Source: an optimization exercise on an open RTL-to-GDS flow (aim: a short achievable clock period and few clock cycles). Production flows keep margins and buffers that such runs may drop. Where RTL was checked, it was by simulation tests only, not by an equivalence proof against the original. No activity file was given, so power comes from the tool's default toggle rates.

Design snappy_dec, start of the top module:
module snappy_dec (
    input  wire        clk,
    input  wire        rst,
    input  wire        start,
    input  wire [15:0] src_len,
    input  wire [15:0] dst_cap,
    output wire        busy,
    output reg         done,
    output reg  [7:0]  fault,
    output reg  [31:0] result,
    output reg  [31:0] info0,
    output reg  [31:0] info1,
    output reg         in_re,
    output reg  [15:0] in_addr,
    input  wire [7:0]  in_rdata,
    output reg         out_re,
    output reg  [15:0] out_raddr,
    input  wire [7:0]  out_rdata,
    output reg         out_we,
    output reg  [15:0] out_waddr,
    output reg  [7:0]  out_wdata
);
clock: 10.0 ns
lec_check: 0
abc_clock_period_in_ps: 3000
cap_margin: 20
core_margin: 2
core_utilization: 50
slew_margin: 20
standard.sh (not shown) runs the stock make flow with config.mk's settings and CLKGATE_MAP_FILE= SYNTH_SCRIPT=/design/flow/synth_recipe.tcl, a recipe that flattens the netlist after the stock synthesis.
==> flow/flow/run.sh <==
#!/bin/bash
set -euo pipefail
bash standard.sh SETUP_SLACK_MARGIN=7.2 finish > flow_make.log 2>&1
Testbench counts at the start, summed over its fixed seeds: cycles 151,711.
Change:
--- a/flow/design.v
+++ b/flow/design.v
@@ -50,96 +50,94 @@
     reg [15:0] dst_cap_q;
     assign busy = busy_q;
     wire go = start & idle;
     reg        fin;           
     reg        fin_ok;
     reg  [15:0] na;           
     reg         rd_pend;      
     reg         fetch_en;
     reg  [7:0]  iq [0:3];
-    reg  [2:0]  iq_wp, iq_rp;     
+    reg  [1:0]  iq_wp, iq_rp;
+    reg  [2:0]  iq_cnt;
     reg  [7:0]  hb;           
     reg         hv;           
     reg         pop;          
-    reg  [3:0]  cr_t;
-    wire        issue = fetch_en && !cr_t[3] && (na != src_len_q);
+    wire [2:0]  iq_use = iq_cnt + {2'd0, hv} + {2'd0, in_re} + {2'd0, rd_pend};
+    wire        issue = fetch_en && (iq_use < 3'd4) && (na != src_len_q);
     wire        h_take = !hv || pop;
-    wire        iq_v = (iq_wp != iq_rp);
+    wire        iq_v = (iq_cnt != 3'd0);
     wire        iq_pop  = h_take && iq_v;
     wire        iq_push = rd_pend && !(h_take && !iq_v);
     always @(posedge clk) begin
         if (idle || fin) begin
             in_addr <= 16'd0;
             na      <= (go & ~fin) ? 16'd1 : 16'd0;
         end else begin
             in_addr <= na;               
             if (issue) na <= na + 16'd1;
         end
     end
     always @(posedge clk) begin
         if (rst) begin
             in_re   <= 1'b0;
             rd_pend <= 1'b0;
-            iq_wp   <= 3'd0;
-            iq_rp   <= 3'd0;
-            cr_t    <= 4'd0;
+            iq_wp   <= 2'd0;
+            iq_rp   <= 2'd0;
+            iq_cnt  <= 3'd0;
             hv      <= 1'b0;
         end else begin
             rd_pend <= in_re;
-            if (idle || fin) begin
+            if (idle || fin)
                 in_re <= go & ~fin;
-                cr_t  <= {3'd0, go & ~fin};
-            end else begin
+            else
                 in_re <= issue;
-                if (issue && !pop)      cr_t <= {cr_t[2:0], 1'b1};
-                else if (!issue && pop) cr_t <= {1'b0, cr_t[3:1]};
-            end
             if (fin) begin
-                iq_wp  <= 3'd0;
-                iq_rp  <= 3'd0;
+                iq_wp  <= 2'd0;
+                iq_rp  <= 2'd0;
+                iq_cnt <= 3'd0;
                 hv     <= 1'b0;
             end else begin
-                if (iq_push) iq_wp <= iq_wp + 3'd1;
-                if (iq_pop)  iq_rp <= iq_rp + 3'd1;
+                if (iq_push) iq_wp <= iq_wp + 2'd1;
+                if (iq_pop)  iq_rp <= iq_rp + 2'd1;
+                if (iq_push && !iq_pop)      iq_cnt <= iq_cnt + 3'd1;
+                else if (!iq_push && iq_pop) iq_cnt <= iq_cnt - 3'd1;
                 if (h_take) hv <= iq_v || rd_pend;
             end
         end
     end
     always @(posedge clk) begin
-        if (iq_push) iq[iq_wp[1:0]] <= in_rdata;
-        if (h_take) hb <= iq_v ? iq[iq_rp[1:0]] : in_rdata;
+        if (iq_push) iq[iq_wp] <= in_rdata;
+        if (h_take) hb <= iq_v ? iq[iq_rp] : in_rdata;
     end
     reg         cq_lit  [0:3];
     reg  [1:0]  cq_mode [0:3];
     reg  [15:0] cq_len  [0:3];
     reg  [15:0] cq_src  [0:3];
     reg         cq_one  [0:3];
     reg  [2:0]  cq_wp, cq_rp;     
-    reg  [3:0]  cq_t;             
+    wire [2:0]  cq_used  = cq_wp - cq_rp;
     wire        cq_v     = (cq_wp != cq_rp);
-    wire        cq_stall = cq_t[2];
+    wire        cq_stall = cq_used[2] || (cq_used[1:0] == 2'd3);
     reg         cq_push;
     reg         cq_pop;
     reg  [7:0]  lq [0:15];
     reg  [4:0]  lq_wp, lq_rp;     
     wire        lq_full = (lq_wp[3:0] == lq_rp[3:0]) && (lq_wp[4] != lq_rp[4]);
     wire        lq_v    = (lq_wp != lq_rp);
     reg         lq_push;
     reg         lq_pop;
     always @(posedge clk) begin
         if (rst || fin) begin
-            cq_wp <= 3'd0; cq_rp <= 3'd0; cq_t <= 4'd0;
+            cq_wp <= 3'd0; cq_rp <= 3'd0;
             lq_wp <= 5'd0; lq_rp <= 5'd0;
         end else begin
             if (cq_push) cq_wp <= cq_wp + 3'd1;
             if (cq_pop)  cq_rp <= cq_rp + 3'd1;
-            if (cq_push && !cq_pop)      cq_t <= {cq_t[2:0], 1'b1};
-            else if (!cq_push && cq_pop) cq_t <= {1'b0, cq_t[3:1]};
             if (lq_push) lq_wp <= lq_wp + 5'd1;
             if (lq_pop)  lq_rp <= lq_rp + 5'd1;
         end
     end
     reg  [16:0] rem;          
     reg         rem_z;        
     reg  [31:0] decl;         
     reg  [2:0]  vn;           
     reg  [16:0] P;            
Via count fell by 2.2%.
Synthesized area fell by 0.30%.
Total power rose by 4.3%.
Register-to-register slack loses 400 ps.
Cell area fell by 0.55%.
Count of clock-buffer cells in the layout fell by 3.
Wire length fell by 1.8%.
Worst setup slack loses 120 ps.
Combinational power rose by 36%.
Utilization rose by 0.37 points.
Sequential power rose by about 2%.
Non-clock buffer count rose by 10.
Final cell count fell by 1.3%.
For the second run of this note, only the layout was checked, not whether the RTL still works.

==> re-timing with driven ports <==
In the flow no input, the clock included, has a driving cell. The finished layouts below were timed again as built, in two steps.
Step 1 (the two cells are an assumption about what drives the block):
set clk [get_ports {clk}]
set_driving_cell -lib_cell sky130_fd_sc_hd__clkbuf_16 $clk
set_driving_cell -lib_cell sky130_fd_sc_hd__buf_2 [delete_from_list [all_inputs] $clk]
Step 2 moves the port delays by t, midway between the first and last clock arrival at a register: inputs arrive t later, outputs are due t later. That takes back most of the time a late clock gives input paths.
Slacks: ideal / step 1 / step 2; pairs: ideal / step 1.
run	t (ns)	slack for setup (ns)	worst setup path after step 2	latest minus earliest clock arrival (ns)
the first run	0.710	6.883 / 6.813 / 6.567	input to register	0.027 / 0.027
the second run	0.708	6.765 / 6.765 / 6.589	input to register	0.029 / 0.029
After both steps every run listed still meets setup and hold. For the first run, which loses most, drivers alone change the setup slack by -0.070 ns; drivers and shift together by -0.316 ns.
